Context: an optimization exercise on an open-source flow, tuned for small area, a short achievable clock period and few clock cycles per item. The choices shown serve that exercise and are no tape-out recipe.
Only simulation tests tie the RTL to the original design; equivalence was not proved.

==> flow/design.v <==
module sha256_core (
    input  wire         clk,
    input  wire         rst,
    input  wire         start,
    input  wire         first,
    input  wire [511:0] block,
    output wire         ready,
    output reg          done,
    output reg  [255:0] digest
);
    reg [5:0]  c;                
    reg [31:0] kc;               
    always @(*) begin
        case (c)
            6'd0:  kc = 32'h428a2f98;  6'd1:  kc = 32'h71374491;
            6'd2:  kc = 32'hb5c0fbcf;  6'd3:  kc = 32'he9b5dba5;
            6'd4:  kc = 32'h3956c25b;  6'd5:  kc = 32'h59f111f1;
            6'd6:  kc = 32'h923f82a4;  6'd7:  kc = 32'hab1c5ed5;
            6'd8:  kc = 32'hd807aa98;  6'd9:  kc = 32'h12835b01;
            6'd10: kc = 32'h243185be;  6'd11: kc = 32'h550c7dc3;
            6'd12: kc = 32'h72be5d74;  6'd13: kc = 32'h80deb1fe;
            6'd14: kc = 32'h9bdc06a7;  6'd15: kc = 32'hc19bf174;
            6'd16: kc = 32'he49b69c1;  6'd17: kc = 32'hefbe4786;
            6'd18: kc = 32'h0fc19dc6;  6'd19: kc = 32'h240ca1cc;
            6'd20: kc = 32'h2de92c6f;  6'd21: kc = 32'h4a7484aa;
            6'd22: kc = 32'h5cb0a9dc;  6'd23: kc = 32'h76f988da;
            6'd24: kc = 32'h983e5152;  6'd25: kc = 32'ha831c66d;
            6'd26: kc = 32'hb00327c8;  6'd27: kc = 32'hbf597fc7;
            6'd28: kc = 32'hc6e00bf3;  6'd29: kc = 32'hd5a79147;
            6'd30: kc = 32'h06ca6351;  6'd31: kc = 32'h14292967;
            6'd32: kc = 32'h27b70a85;  6'd33: kc = 32'h2e1b2138;
            6'd34: kc = 32'h4d2c6dfc;  6'd35: kc = 32'h53380d13;
            6'd36: kc = 32'h650a7354;  6'd37: kc = 32'h766a0abb;
            6'd38: kc = 32'h81c2c92e;  6'd39: kc = 32'h92722c85;
            6'd40: kc = 32'ha2bfe8a1;  6'd41: kc = 32'ha81a664b;
            6'd42: kc = 32'hc24b8b70;  6'd43: kc = 32'hc76c51a3;
            6'd44: kc = 32'hd192e819;  6'd45: kc = 32'hd6990624;
            6'd46: kc = 32'hf40e3585;  6'd47: kc = 32'h106aa070;
            6'd48: kc = 32'h19a4c116;  6'd49: kc = 32'h1e376c08;
            6'd50: kc = 32'h2748774c;  6'd51: kc = 32'h34b0bcb5;
            6'd52: kc = 32'h391c0cb3;  6'd53: kc = 32'h4ed8aa4a;
            6'd54: kc = 32'h5b9cca4f;  6'd55: kc = 32'h682e6ff3;
            6'd56: kc = 32'h748f82ee;  6'd57: kc = 32'h78a5636f;
            6'd58: kc = 32'h84c87814;  6'd59: kc = 32'h8cc70208;
            6'd60: kc = 32'h90befffa;  6'd61: kc = 32'ha4506ceb;
            6'd62: kc = 32'hbef9a3f7;  default: kc = 32'hc67178f2;
        endcase
    end
    localparam [255:0] IV = {32'h6a09e667, 32'hbb67ae85, 32'h3c6ef372, 32'ha54ff53a,
                             32'h510e527f, 32'h9b05688c, 32'h1f83d9ab, 32'h5be0cd19};
    reg         prep;            
    reg         rnd;             
    reg         fin;             
    reg         use_iv;          
    reg [31:0]  ra, rb, rc, rd, re, rf, rg, rh;
    reg [31:0]  hkw;             
    reg [511:0] w;               
    wire last = rnd & (c == 6'd0);           
    assign ready = ~(prep | (rnd & ~last));
    wire accept = start & ready;
    wire [31:0] s1   = {re[5:0], re[31:6]} ^ {re[10:0], re[31:11]} ^ {re[24:0], re[31:25]};
    wire [31:0] ch   = (re & rf) ^ (~re & rg);
    wire [31:0] s0   = {ra[1:0], ra[31:2]} ^ {ra[12:0], ra[31:13]} ^ {ra[21:0], ra[31:22]};
    wire [31:0] maj  = (ra & rb) ^ (ra & rc) ^ (rb & rc);
    wire [31:0] m_s = s1 ^ ch ^ hkw;
    wire [31:0] m_c = {(s1[30:0] & ch[30:0]) | (s1[30:0] & hkw[30:0]) | (ch[30:0] & hkw[30:0]), 1'b0};
    wire [31:0] x_s = m_s ^ m_c ^ s0;
    wire [31:0] x_c = {(m_s[30:0] & m_c[30:0]) | (m_s[30:0] & s0[30:0]) | (m_c[30:0] & s0[30:0]), 1'b0};
    wire [31:0] y_s = x_s ^ x_c ^ maj;
    wire [31:0] y_c = {(x_s[30:0] & x_c[30:0]) | (x_s[30:0] & maj[30:0]) | (x_c[30:0] & maj[30:0]), 1'b0};
    wire [31:0] a_nx = y_s + y_c;
    wire [31:0] v_s = m_s ^ m_c ^ rd;
    wire [31:0] v_c = {(m_s[30:0] & m_c[30:0]) | (m_s[30:0] & rd[30:0]) | (m_c[30:0] & rd[30:0]), 1'b0};
    wire [31:0] e_nx = v_s + v_c;
    wire [31:0] w0   = w[511:480];
    wire [31:0] w1   = w[479:448];
    wire [31:0] w9   = w[223:192];
    wire [31:0] w14  = w[63:32];
    wire [31:0] ss0  = {w1[6:0], w1[31:7]} ^ {w1[17:0], w1[31:18]} ^ (w1 >> 3);
    wire [31:0] ss1  = {w14[16:0], w14[31:17]} ^ {w14[18:0], w14[31:19]} ^ (w14 >> 10);
    wire [31:0] w_new = ss1 + w9 + ss0 + w0;
    wire        step = fin | (rnd & ((c == 6'd62) | (c == 6'd63) | (c == 6'd0)));
    reg  [31:0] iv_a, iv_e;
    always @(*) begin
        if (fin) begin
            iv_a = IV[255:224]; iv_e = IV[127:96];
        end else begin
            case (c[1:0])
                2'd2:    begin iv_a = IV[159:128]; iv_e = IV[31:0];  end
                2'd3:    begin iv_a = IV[191:160]; iv_e = IV[63:32]; end
                default: begin iv_a = IV[223:192]; iv_e = IV[95:64]; end
            endcase
        end
    end
    reg         fin_iv;          
    wire        cur_iv = fin ? fin_iv : use_iv;
    wire [31:0] h_a   = cur_iv ? iv_a : digest[159:128];
    wire [31:0] h_e   = cur_iv ? iv_e : digest[31:0];
    wire [31:0] sum_a = h_a + ra;
    wire [31:0] sum_e = h_e + re;
    wire [255:0] chain = fin ? {sum_a, digest[255:160], sum_e, digest[127:32]} : digest;
    wire [255:0] init  = use_iv ? IV : chain;
    wire [31:0]  h0    = init[31:0];
    wire [31:0] hkw_nx = (prep ? h0 : rg) + kc + w0;
    always @(posedge clk) begin
        hkw <= hkw_nx;
        if (prep) begin
            {ra, rb, rc, rd, re, rf, rg, rh} <= init;
        end else begin
            rh <= rg;
            rg <= rf;
            rf <= re;
            re <= e_nx;
            rd <= rc;
            rc <= rb;
            rb <= ra;
            ra <= a_nx;
        end
        if (accept)
            w <= block;
        else
            w <= {w[479:0], w_new};
        if (step)
            digest <= {sum_a, digest[255:160], sum_e, digest[127:32]};
        if (accept)
            use_iv <= first;
        if (last)
            fin_iv <= use_iv;
        if (rst) begin
            prep <= 1'b0;
            rnd  <= 1'b0;
            fin  <= 1'b0;
            done <= 1'b0;
            c    <= 6'd0;
        end else begin
            done <= fin;
            fin  <= last;
            prep <= accept;
            if (prep)
                rnd <= 1'b1;
            else if (last)
                rnd <= 1'b0;
            if (prep | (rnd & ~last))
                c <= c + 6'd1;
        end
    end
endmodule
export LEC_CHECK = 0
export CAP_MARGIN = 20
export CORE_MARGIN = 2
export CORE_UTILIZATION = 30
export SETUP_SLACK_MARGIN = 4.6
export SLEW_MARGIN = 20
create_clock -name core_clock -period 9.0 [get_ports {clk}]
standard.sh (not shown) runs the stock make flow with config.mk's settings and CLKGATE_MAP_FILE= SYNTH_SCRIPT=/design/flow/synth_recipe.tcl, a recipe that flattens the netlist after the stock synthesis.
==> flow/flow/run.sh <==
#!/bin/bash
# The standard layout, with the port buffers made of the smallest buffer cell.
set -euo pipefail
bash standard.sh "BUFFER_PORTS_ARGS=-buffer_cell sky130_fd_sc_hd__buf_1" finish > standard_flow.log 2>&1
Testbench counts at the start, summed over its fixed seeds: cycles 83,216, items 1,280.
Next try:
==> flow/run.sh (new file) <==
#!/bin/bash
# synth_recipe.tcl (not shown) runs the flow's synth.tcl, then flattens the netlist and writes it again
# the make line also repeats each setting of config.mk as NAME=value (left out here)
make -C /OpenROAD-flow-scripts/flow DESIGN_CONFIG=/design/flow/config.mk WORK_HOME=/design/flow/orfs CLKGATE_MAP_FILE= SYNTH_SCRIPT=/design/flow/synth_recipe.tcl finish
removed: flow/flow/run.sh
removed: flow/standard.sh
=>
- design area increases by about 7%
- worst setup slack improved by 0.12 ns
- clock skew decreases by 0.010 ns
- sequential share of layout area decreases by 2.4 points
- utilization increases by 2.7 points
- area after synthesis does not change
- critical path depth decreases by 4

## port drivers added, routing unchanged
How much do the figures lean on ideal ports? The routed layouts below were timed once more, with nothing changed but the port constraints.
Step 1 (the two cells are an assumption about what drives the block):
set clk [get_ports {clk}]
set_driving_cell -lib_cell sky130_fd_sc_hd__clkbuf_16 $clk
set_driving_cell -lib_cell sky130_fd_sc_hd__buf_2 [delete_from_list [all_inputs] $clk]
Step 2 moves the port delays by t, midway between the first and last clock arrival at a register: inputs arrive t later, outputs are due t later. That takes back most of the time a late clock gives input paths.
Slacks: ideal / step 1 / step 2; pairs: ideal / step 1.
run | shift t [ns] | setup slack, ns | latest minus earliest clock arrival (ns) | worst register clock-pin slew, ns
the first run | 0.866 | 4.125 / 4.125 / 3.930 | 0.052 / 0.052 | 0.07 / 0.07
the second run | 0.865 | 4.243 / 4.243 / 3.780 | 0.048 / 0.048 | 0.07 / 0.07
After both steps every run listed still meets setup and hold. The setup slack of the second run, which loses most, moves by 0.000 ns with the drivers and by -0.463 ns with both steps.
